Source: an optimization exercise on an open RTL-to-GDS flow (aim: small area). Production flows keep margins and buffers that such runs may drop. At most, simulation tests tie the RTL to the original design; equivalence was not proved. Power figures rest on the tool's default switching activity, not on a simulated workload.

## build 25
==> flow/design.v (excerpt) <==
module dstu_mac_pad (
    input  wire        clk,
    input  wire        rst,
    input  wire [1:0]  macsel,
    input  wire        cmd_valid,
    output wire        cmd_ready,
    input  wire [31:0] cmd_word,
    input  wire [31:0] cmd_arg0,
    input  wire [31:0] cmd_arg1,
    input  wire [31:0] cmd_arg2,
    output wire        rsp_valid,
    output wire [2:0]  rsp_err,
    output wire [31:0] rsp_ret,
    input  wire [2:0]  sr_sel,
    output reg  [31:0] sr_data,
    output wire [31:0] kb_addr,
    input  wire [7:0]  kb_data,
    output wire [31:0] ib_addr,
    input  wire [7:0]  ib_data,
    output wire        ob_we,
    output wire [31:0] ob_addr,
    output wire [7:0]  ob_data,
    output wire [1:0]  eng_cfg,
    input  wire [7:0]  eng_blklen,
    output wire        eng_abs_valid,
    output reg  [7:0]  eng_abs_byte,
    input  wire        eng_abs_ready,
    output wire        eng_reset,
    output wire        eng_final,
    input  wire        eng_dig_valid,
    input  wire [7:0]  eng_dig_byte,
    output wire        eng_dig_ready
);
    localparam [31:0] ALG_ID  = 32'h44535455;    
    localparam [1:0] UNINIT = 2'd0, KEYED = 2'd1, STALE = 2'd2;
    localparam [2:0] E_OK = 3'd0, E_CFG = 3'd1, E_STATE = 3'd2, E_LEN = 3'd3, E_ILL = 3'd4;
    localparam [7:0] OP_INIT = 8'h01, OP_UPDB = 8'h02, OP_UPDM = 8'h03, OP_FINAL = 8'h04,
                     OP_RESET = 8'h05, OP_GETSIZE = 8'h06, OP_GETNAME = 8'h07;
    localparam [3:0] S_IDLE  = 4'd0,
                     S_RSP   = 4'd1,     
                     S_RST   = 4'd2,     
                     S_IWAIT = 4'd3,     
                     S_ILOAD = 4'd4,     
                     S_IRD   = 4'd5,
  ...
For scale: about 2,000 cells after synthesis, roughly 680 flip-flops, about 360 I/O pins, roughly 23,000 um2 of cells after synthesis.
clock: 10.0 ns
lec_check: 0
cap_margin: 5
core_margin: 2
core_utilization: 60
slew_margin: 5
standard.sh (not shown) runs the stock make flow with config.mk's settings and CLKGATE_MAP_FILE= SYNTH_SCRIPT=/design/flow/synth_recipe.tcl, a recipe that flattens the netlist after the stock synthesis.
==> flow/flow/run.sh <==
#!/bin/bash
# Layout flow: the standard ORFS flow (standard.sh) with these changes in
# how the layout is built:
#  * synthesis: the standard script, but Yosys's abc runs its default
#    area-oriented mapping script instead of ORFS's speed script (the
#    registers come out of dfflibmap before abc, so they are unchanged);
#  * port buffers use the smallest buffer cell (buf_1);
#  * clock tree synthesis without dummy loads, clkbuf_16 with larger clusters.
# ORFS writes each tool's log under orfs/logs/; make's output goes to flow.log.
set -euo pipefail
here=$(pwd)
cat flow/abc_plain.tcl synth_recipe.tcl > "$here/synth_area.tcl"
export BUFFER_PORTS_ARGS="-buffer_cell sky130_fd_sc_hd__buf_1"
export CTS_ARGS="-sink_clustering_enable -repair_clock_nets -dont_use_dummy_load -buf_list {sky130_fd_sc_hd__clkbuf_16} -sink_clustering_size 25 -sink_clustering_max_diameter 100"
bash standard.sh SYNTH_SCRIPT="$here/synth_area.tcl" finish > flow.log 2>&1
==> flow/flow/abc_plain.tcl <==
# Run Yosys's abc with its default mapping script: drop the -script, -D and
# -constr arguments that ORFS's synth.tcl passes, keep the liberty and
# dont_use arguments.
proc abc {args} {
  set keep {}
  set skip 0
  foreach a $args {
    if {$skip} { set skip 0; continue }
    if {$a in {-script -D -constr}} { set skip 1; continue }
    lappend keep $a
  }
  yosys abc {*}$keep
}
Inputs modified between build 25 and build 26:
Settings: swapping 5 for 0 in CAP_MARGIN; swapping 5 for 0 in SLEW_MARGIN.
--- outcome ---
Compared with build 25, in build 26 setup slack neither gained nor lost much; number of buffers created by CTS neither gained nor lost much; number of inserted diodes neither gained nor lost much; number of flops mapped to enable cells by yosys neither gained nor lost much; mean routed wirelength per cell neither gained nor lost much.
Re total area of sequential cells: no difference whatsoever between build 25 and build 26.
Build 26 has completed all stages; timing, DRC and antenna checks passed.
From build 26 to build 25, cell area after layout did not move at all.
Compared build 26 against build 25; final core utilization within noise.
Clock-buffer cell count came out exactly the same in build 25 and build 26.
Build 25 -> build 26: sum of routed wire segments on met1 delta 0, exact match
Number of primary I/O pins came out exactly the same in build 25 and build 26.
--- input diff build 26..build 60 ---
Settings: SLEW_MARGIN changed from 0 to 20; CAP_MARGIN changed from 0 to 20.
### Flow results
Build 60 finished end to end and its layout was clean on timing, DRC and antenna.
Build 60 against build 26: setup slack higher; hold slack saw a decrease; final area closely matched the old numbers; adder-cell share of the synthesized area comparable; power per unit of standard cell area has remained practically unchanged.
Going from build 26 to build 60, switching part of the total saw little to no change, basic-gate share of the synthesized area counting and, or, nand and nor cells saw little to no change, final critical-path share of the clock period saw little to no change.

* * *

Another version of the RTL of dstu_mac_pad (not shown whole).
Size in the first run: roughly 2300 cells after synthesis, roughly 680 flip-flops, roughly 360 I/O pins, about 0.025 sq mm of cells after synthesis.
## dstu_mac_pad
module dstu_mac_pad (
    input  wire        clk,
    input  wire        rst,
    input  wire [1:0]  macsel,
    input  wire        cmd_valid,
    output wire        cmd_ready,
    input  wire [31:0] cmd_word,
    input  wire [31:0] cmd_arg0,
    input  wire [31:0] cmd_arg1,
    input  wire [31:0] cmd_arg2,
    output wire        rsp_valid,
    output wire [2:0]  rsp_err,
    output wire [31:0] rsp_ret,
    input  wire [2:0]  sr_sel,
    output reg  [31:0] sr_data,
    output wire [31:0] kb_addr,
    input  wire [7:0]  kb_data,
    output wire [31:0] ib_addr,
    input  wire [7:0]  ib_data,
    output wire        ob_we,
    output wire [31:0] ob_addr,
    output wire [7:0]  ob_data,
    output wire [1:0]  eng_cfg,
    input  wire [7:0]  eng_blklen,
    output wire        eng_abs_valid,
    output reg  [7:0]  eng_abs_byte,
    input  wire        eng_abs_ready,
    output wire        eng_reset,
    output wire        eng_final,
    input  wire        eng_dig_valid,
    input  wire [7:0]  eng_dig_byte,
    output wire        eng_dig_ready
);
    localparam [31:0] ALG_ID  = 32'h44535455;    
    localparam [1:0] UNINIT = 2'd0, KEYED = 2'd1, STALE = 2'd2;
    localparam [2:0] E_OK = 3'd0, E_CFG = 3'd1, E_STATE = 3'd2, E_LEN = 3'd3, E_ILL = 3'd4;
    localparam [7:0] OP_INIT = 8'h01, OP_UPDB = 8'h02, OP_UPDM = 8'h03, OP_FINAL = 8'h04,
                     OP_RESET = 8'h05, OP_GETSIZE = 8'h06, OP_GETNAME = 8'h07;
    localparam [3:0] S_IDLE  = 4'd0,
                     S_RSP   = 4'd1,     
                     S_RST   = 4'd2,     
                     S_IWAIT = 4'd3,     
                     S_ILOAD = 4'd4,     
                     S_IRD   = 4'd5,
                     S_IABS  = 4'd6,
                     S_URD   = 4'd7,
                     S_UABS  = 4'd8,
                     S_UPDB  = 4'd9,
                     S_FPAD0 = 4'd10,    
                     S_FPAD  = 4'd11,
                     S_FKEY  = 4'd12,
                     S_FFIN  = 4'd13,
                     S_FDIG  = 4'd14;
  ...
export LEC_CHECK = 0
export CAP_MARGIN = 20
export CORE_MARGIN = 2
export CORE_UTILIZATION = 40
export SLEW_MARGIN = 20
create_clock -name core_clock -period 10.0 [get_ports {clk}]
==> flow/flow/run.sh <==
#!/bin/bash
# Standard ORFS layout (the standard.sh) with two changes in how the
# layout is built:
#  * port buffers use the smallest buffer cell (buf_1);
#  * clock tree synthesis without dummy loads, with larger sink clusters.
# ORFS writes each tool's log under orfs/logs/; make's output goes to flow.log.
set -euo pipefail
export BUFFER_PORTS_ARGS="-buffer_cell sky130_fd_sc_hd__buf_1"
export CTS_ARGS="-sink_clustering_enable -repair_clock_nets -dont_use_dummy_load -buf_list {sky130_fd_sc_hd__clkbuf_8 sky130_fd_sc_hd__clkbuf_16} -sink_clustering_size 20 -sink_clustering_max_diameter 80"
export RECOVER_POWER=100
bash standard.sh finish > flow.log 2>&1
The first run ran to the end with violations: max-capacitance violations, max-slew violations.
==> next run, changes <==
--- a/flow/flow/run.sh
+++ b/flow/flow/run.sh
@@ -8,4 +8,3 @@
 export BUFFER_PORTS_ARGS="-buffer_cell sky130_fd_sc_hd__buf_1"
-export CTS_ARGS="-sink_clustering_enable -repair_clock_nets -dont_use_dummy_load -buf_list {sky130_fd_sc_hd__clkbuf_8 sky130_fd_sc_hd__clkbuf_16} -sink_clustering_size 20 -sink_clustering_max_diameter 80"
-export RECOVER_POWER=100
+export CTS_ARGS="-sink_clustering_enable -repair_clock_nets -dont_use_dummy_load -buf_list {sky130_fd_sc_hd__clkbuf_16} -sink_clustering_size 30 -sink_clustering_max_diameter 100"
 bash standard.sh finish > flow.log 2>&1
Now the flow finished clean.
Final area came out lower by 1.2%.
Routed wire length drops by 0.55%.
Worst hold slack barely changes.
Function was not checked in any run of this note: the RTL went through the layout flow alone.

* * *

Another version of the RTL of dstu_mac_pad (not shown whole).
Size in the first run: ~3000 cells after synthesis, roughly 680 flip-flops, roughly 360 I/O pins, ~26000 um^2 of cells after synthesis.
make LEC_CHECK=0 ABC_AREA=1 CAP_MARGIN=20 CORE_MARGIN=2 CORE_UTILIZATION=40 SLEW_MARGIN=20 finish   # period 10.0 ns
run.sh (not shown) runs the stock make flow with config.mk's settings and CLKGATE_MAP_FILE= SYNTH_SCRIPT=/design/flow/synth_recipe.tcl, a recipe that flattens the netlist after the stock synthesis.
Stock flow here: none of the scripts above is used.
Next try:
- ABC_AREA: 1 -> unset
Outcome: Worst hold slack gets better by 0.0080 ns; wire length came out lower by roughly a tenth; synthesized area drops by a few percent; via count drops by about a fifth; design area fell by a few percent.

* * *

Setup of epsilon:
Another version of the RTL of dstu_mac_pad (not shown whole).
Size: about 2,000 cells after synthesis, about 680 flip-flops, about 360 I/O pins.
clock: 10.0 ns
lec_check: 0
cap_margin: 20
core_margin: 2
core_utilization: 60
slew_margin: 20
standard.sh (not shown) runs the stock make flow with config.mk's settings and CLKGATE_MAP_FILE= SYNTH_SCRIPT=/design/flow/synth_recipe.tcl, a recipe that flattens the netlist after the stock synthesis.
==> flow/flow/run.sh <==
#!/bin/bash
# Layout flow: the standard ORFS flow (standard.sh) with these changes in
# how the layout is built:
#  * synthesis: the standard script, but Yosys's abc runs its default
#    area-oriented mapping script instead of ORFS's speed script (the
#    registers come out of dfflibmap before abc, so they are unchanged);
#  * port buffers use the smallest buffer cell (buf_1);
#  * clock tree synthesis without dummy loads, clkbuf_16 with larger clusters.
# ORFS writes each tool's log under orfs/logs/; make's output goes to flow.log.
set -euo pipefail
here=$(pwd)
cat flow/abc_plain.tcl synth_recipe.tcl > "$here/synth_area.tcl"
export BUFFER_PORTS_ARGS="-buffer_cell sky130_fd_sc_hd__buf_1"
export CTS_ARGS="-sink_clustering_enable -repair_clock_nets -dont_use_dummy_load -buf_list {sky130_fd_sc_hd__clkbuf_16} -sink_clustering_size 25 -sink_clustering_max_diameter 100"
bash standard.sh SYNTH_SCRIPT="$here/synth_area.tcl" finish > flow.log 2>&1
==> flow/flow/abc_plain.tcl <==
# Run Yosys's abc with its default mapping script, but with the mapper's
# delay relaxation raised so it favours area: drop the -script, -D and
# -constr arguments that ORFS's synth.tcl passes, keep the liberty and
# dont_use arguments.
proc abc {args} {
  set keep {}
  set skip 0
  foreach a $args {
    if {$skip} { set skip 0; continue }
    if {$a in {-script -D -constr}} { set skip 1; continue }
    lappend keep $a
  }
  yosys abc -script "+strash;&get,-n;&fraig,-x;&put;scorr;dc2;dretime;strash;&get,-n;&dch,-f;&nf,-R,1000;&put" {*}$keep
}
epsilon reached the final stage; the timing, DRC and antenna checks on its layout passed.
diff inputs: epsilon => beta
- CORE_UTILIZATION now 40, was 60
==> flow/flow/abc_plain.tcl <==
# Run Yosys's abc with its default mapping script: drop the -script, -D and
# -constr arguments that ORFS's synth.tcl passes, keep the liberty and
# dont_use arguments.
proc abc {args} {
  set keep {}
  set skip 0
  foreach a $args {
    if {$skip} { set skip 0; continue }
    if {$a in {-script -D -constr}} { set skip 1; continue }
    lappend keep $a
  }
  yosys abc {*}$keep
}
==> results.txt <==
beta vs epsilon, non-clock buffer count went down by about 6%. beta: area fraction in compound gates after synthesis is 0.25 points higher than what epsilon reported. Per the comparison of beta with epsilon, initial antenna violation count -3, wire length moved up, switching part of the total now smaller, final core utilization saw a decrease, die width higher. On parity-gate share of the synthesized area counting xor and xnor cells, the higher figure sits with epsilon, not beta. The overall global routing resource usage number comes out higher for epsilon vs beta. beta reached the end of the flow, and the finished layout is clean on the timing, DRC and antenna checks.

* * *

Setup of v11:
Starting RTL as in the previous note.
Settings: LEC_CHECK=0, CAP_MARGIN=20, CORE_MARGIN=2, CORE_UTILIZATION=60, SLEW_MARGIN=20; clock period 10.0 ns.
==> flow/flow/run.sh <==
#!/bin/bash
# Layout flow: the standard ORFS flow (standard.sh) with these changes in
# how the layout is built:
#  * synthesis: the standard script, but Yosys's abc runs its default
#    area-oriented mapping script instead of ORFS's speed script (the
#    registers come out of dfflibmap before abc, so they are unchanged);
#  * port buffers use the smallest buffer cell (buf_1);
#  * clock tree synthesis without dummy loads, clkbuf_16 with larger clusters.
# ORFS writes each tool's log under orfs/logs/; make's output goes to flow.log.
set -euo pipefail
here=$(pwd)
cat flow/abc_plain.tcl synth_recipe.tcl > "$here/synth_area.tcl"
export BUFFER_PORTS_ARGS="-buffer_cell sky130_fd_sc_hd__buf_1"
export CTS_ARGS="-sink_clustering_enable -repair_clock_nets -dont_use_dummy_load -buf_list {sky130_fd_sc_hd__clkbuf_8} -sink_clustering_size 14 -sink_clustering_max_diameter 60"
bash standard.sh SYNTH_SCRIPT="$here/synth_area.tcl" finish > flow.log 2>&1
==> flow/flow/abc_plain.tcl <==
# Run Yosys's abc with its default mapping script: drop the -script, -D and
# -constr arguments that ORFS's synth.tcl passes, keep the liberty and
# dont_use arguments.
proc abc {args} {
  set keep {}
  set skip 0
  foreach a $args {
    if {$skip} { set skip 0; continue }
    if {$a in {-script -D -constr}} { set skip 1; continue }
    lappend keep $a
  }
  yosys abc {*}$keep
}
Relative to v11, the following input files were edited for v12:
diff --git a/flow/flow/run.sh b/flow/flow/run.sh
--- a/flow/flow/run.sh
+++ b/flow/flow/run.sh
@@ -12,4 +12,4 @@
 cat flow/abc_plain.tcl synth_recipe.tcl > "$here/synth_area.tcl"
 export BUFFER_PORTS_ARGS="-buffer_cell sky130_fd_sc_hd__buf_1"
-export CTS_ARGS="-sink_clustering_enable -repair_clock_nets -dont_use_dummy_load -buf_list {sky130_fd_sc_hd__clkbuf_8} -sink_clustering_size 14 -sink_clustering_max_diameter 60"
+export CTS_ARGS="-sink_clustering_enable -repair_clock_nets -dont_use_dummy_load -buf_list {sky130_fd_sc_hd__clkbuf_16} -sink_clustering_size 25 -sink_clustering_max_diameter 100"
 bash standard.sh SYNTH_SCRIPT="$here/synth_area.tcl" finish > flow.log 2>&1
v11 → v12: post-route minimum period increased 0.061 ns, final area essentially unchanged, fraction of power consumed by combinational cells essentially unchanged, register area share after synthesis essentially unchanged. The power in combinational cells of v12 and that of v11 are within noise of each other. v12 vs v11: total vias in the final route down slightly. v12 against v11: total power now sits at about the same level, routed via count divided by cell count neither gained nor lost much. Setup slack, v12 and v11: higher on v11. Routed wire length delta (v11 -> v12): insignificant.

==> port drivers added, routing unchanged <==
How much do the figures lean on ideal ports? The routed layouts below were timed once more, with nothing changed but the port constraints.
Step 1: set_driving_cell puts a clkbuf_16 on clk and a buf_2 on each other input, an assumption about the parent block.
Step 2 adds t to the input delays and takes it off the output delays; t is the mean of the earliest and latest rising clock arrival at the registers after step 1. Input paths then give back, and output paths get back, about the clock's delay inside the block.
a / b / c = ideal / step 1 / step 2; a / b = the first two.
run	t, ns	setup WS [ns]	slew at the worst register clock pin (ns)
build 25	0.649	0.627 / 0.644 / -0.005	0.11 / 0.11
build 26	0.649	0.627 / 0.644 / -0.005	0.11 / 0.11
build 60	0.646	0.638 / 0.654 / 0.008	0.11 / 0.11
the first run of note 2	0.623	1.203 / 1.161 / 0.538	0.08 / 0.08
the second run of note 2	0.644	1.777 / 1.744 / 1.100	0.12 / 0.12
the first run of note 3	0.674	1.776 / 1.796 / 1.122	0.07 / 0.07
the second run of note 3	0.651	1.111 / 1.120 / 0.469	0.07 / 0.07
epsilon	0.649	0.558 / 0.594 / -0.056	0.11 / 0.11
beta	0.603	0.753 / 0.785 / 0.182	0.10 / 0.10
v11	0.680	0.583 / 0.608 / -0.073	0.09 / 0.09
v12	0.642	0.522 / 0.548 / -0.094	0.11 / 0.11
With both steps, setup timing fails in 5 of these runs, where it was met with ideal ports. The setup slack of the second run of note 2, which loses most, moves by -0.033 ns with the drivers and by -0.677 ns with both steps.
